What follows belongs to an exercise in optimizing a design on an open flow for small area and a short achievable clock period; a production flow would make more cautious choices.
In this exercise RTL edits were held to simulation tests only and were not proved equivalent to the original.
No activity file was given, so power comes from the tool's default toggle rates.

Setup of main:
## viking_core
module viking_core (
    input  wire        clk,
    input  wire        rst,           
    input  wire [31:0] budget,        
    output wire        mem_req,
    output wire        mem_we,
    output wire [14:0] mem_addr,
    output wire [23:0] mem_wdata,
    input  wire [23:0] mem_rdata,
    input  wire        mem_ready,
    output wire        done,
    output wire [23:0] reg_a,
    output wire [23:0] reg_b,
    output wire [14:0] reg_x1,
    output wire [14:0] reg_x2,
    output wire [14:0] reg_x3,
    output wire [14:0] reg_pc,
    output wire        flag_overflow,
    output wire        flag_halted,
    output wire [63:0] cost_cycles,
    output wire        diag_valid,
    output wire [5:0]  diag_op,
    output wire [14:0] diag_fa
);
==> flow/config.mk <==
export PLATFORM = sky130hd
export DESIGN_NAME = viking_core
export DESIGN_NICKNAME = viking_core
export VERILOG_FILES = /design/flow/design.v
export SDC_FILE = /design/flow/constraint.sdc
export NUM_CORES = 4
export LEC_CHECK = 0
export CAP_MARGIN = 20
export CORE_MARGIN = 2
export CORE_UTILIZATION = 50
export PLACE_DENSITY = 0.65
export SLEW_MARGIN = 20
==> flow/constraint.sdc <==
create_clock -name core_clock -period 12.0 [get_ports {clk}]
set_input_delay 2.4000 -clock core_clock [delete_from_list [all_inputs] [get_ports {clk}]]
set_output_delay 2.4000 -clock core_clock [all_outputs]
set_load 0.01 [all_outputs]
standard.sh (not shown) runs the stock make flow with config.mk's settings and CLKGATE_MAP_FILE= SYNTH_SCRIPT=/design/flow/synth_recipe.tcl, a recipe that flattens the netlist after the stock synthesis.
==> flow/flow/run.sh <==
#!/bin/bash
set -uo pipefail
bash standard.sh SETUP_SLACK_MARGIN=7 finish > standard_make.log 2>&1
status=$?
exit $status
Testbench counts of main, summed over its fixed seeds: clk cycles 266,924.
Changes in the feature branch relative to main:
Settings: a change of PLACE_DENSITY from 0.65 to 0.6; an added SETUP_SLACK_MARGIN of 5; a change of CORE_UTILIZATION from 50 to 40.
==> flow/run.sh (new file) <==
#!/bin/bash
# synth_recipe.tcl (not shown) runs the flow's synth.tcl, then flattens the netlist and writes it again
# the make line also repeats each setting of config.mk as NAME=value (left out here)
make -C /OpenROAD-flow-scripts/flow DESIGN_CONFIG=/design/flow/config.mk WORK_HOME=/design/flow/orfs CLKGATE_MAP_FILE= SYNTH_SCRIPT=/design/flow/synth_recipe.tcl finish
removed: flow/flow/run.sh
removed: flow/standard.sh
Notes after the runs:
- Row fraction of power consumed by the clock network: the feature branch higher / main lower
- The feature branch against main: clock period minus final worst setup slack went up by 1.51 ns; utilization went down by 15 points; share of total power in sequential cells went up by 1.0 points; die area went up by 18000 µm².
- Looking at class of the most critical setup path, the reg -> out result is from the feature branch; the reg -> reg one comes from main.
- Each of the runs, namely the feature branch and main, reached the end of the flow and came out clean.
- Against main as the reference, the feature branch delivers a lower post-detailed-route wirelength per cell.
- Of the two values seen for highest-delay cell along the critical path, sky130_fd_sc_hd__dfxtp_1 was produced by main and sky130_fd_sc_hd__edfxtp_1 by the feature branch.


v16:
viking_core, a different RTL version from the one above (not shown whole).
Size in the first run: ~300 I/O pins.
Settings: LEC_CHECK=0, CAP_MARGIN=20, CORE_MARGIN=2, CORE_UTILIZATION=40, PLACE_DENSITY=0.6, SLEW_MARGIN=20; clock period 12.0 ns.
==> flow/flow/run.sh <==
#!/bin/bash
set -uo pipefail
bash standard.sh SETUP_SLACK_MARGIN=7 finish > standard_make.log 2>&1
status=$?
exit $status
v16 reached the final stage; the timing, design-rule and antenna checks on its layout passed.
Testbench counts of v16, summed over its fixed seeds: clk cycles 266,924.
Changes in v11 relative to v16:
- swapping 40 for 45 in CORE_UTILIZATION
- swapping 0.6 for 0.7 in PLACE_DENSITY
Notes after the runs:
Of v16 and v11, the higher initial core utilization belongs to v11. Delta(routed wire length, v11 - v16) < 0. Looking at final cycle utilization of the critical path, v11 sits 0.49 points above v16. | sequential share of layout area | higher: v11 |. Pin count of the biggest net entering global routing delta for v11 relative to v16: about 12% lower. Comparing v16 and v11, the higher final critical delay including setup and external delays is on v11.
> inputs changed (v11 -> v38)
- changing PLACE_DENSITY from 0.7 to 0.6
- changing CAP_MARGIN from 20 to 5
- changing CORE_UTILIZATION from 45 to 40
- changing SLEW_MARGIN from 20 to 5
[summary]
v38: full flow OK, the timing, design-rule and antenna checks passed. The timing startpoint of the critical path comes out M[11] in one run and k_xec in the other, namely in v11 and v38 respectively. A path type of the worst setup path of flip-flop to flip-flop is what v11 shows, while flip-flop to output pin belongs to v38. The run showing the smaller global-route track usage on met1 is v38. The area growth from synthesis to layout number comes out higher for v38 vs v11. Max shortest clock period the worst path allows after layout across v11 and v38: v11. Cell with the largest stage delay on the worst path: or3_4 -> v38, or3_1 -> v11.

==> what the ideal ports hide <==
Ports are ideal in the flow. The routed layouts listed here were re-timed in OpenROAD.
Step 1, drivers: a clkbuf_16 drives clk and a buf_2 each remaining input, both assumed.
Step 2 also shifts input and output timing later by t, the mid clock arrival at the registers, as if the neighbouring blocks saw the same clock.
Slacks: ideal / step 1 / step 2; pairs: ideal / step 1.
run | t, ns | slack for setup (ns) | latest minus earliest clock arrival (ns) | worst data-port slew with drivers (ns)
main | 0.681 | 6.876 / 6.808 / 6.252 | 0.025 / 0.025 | 0.10
the feature branch | 0.687 | 5.368 / 5.296 / 5.211 | 0.020 / 0.020 | 0.10
v16 | 0.659 | 6.868 / 6.798 / 6.374 | 0.026 / 0.026 | 0.09
v11 | 0.669 | 6.810 / 6.810 / 6.270 | 0.057 / 0.057 | 0.07
v38 | 0.657 | 6.890 / 6.818 / 6.364 | 0.044 / 0.044 | 0.09
After both steps every run listed still meets setup and hold. For main, which loses most, drivers alone change the setup slack by -0.068 ns; drivers and shift together by -0.624 ns.
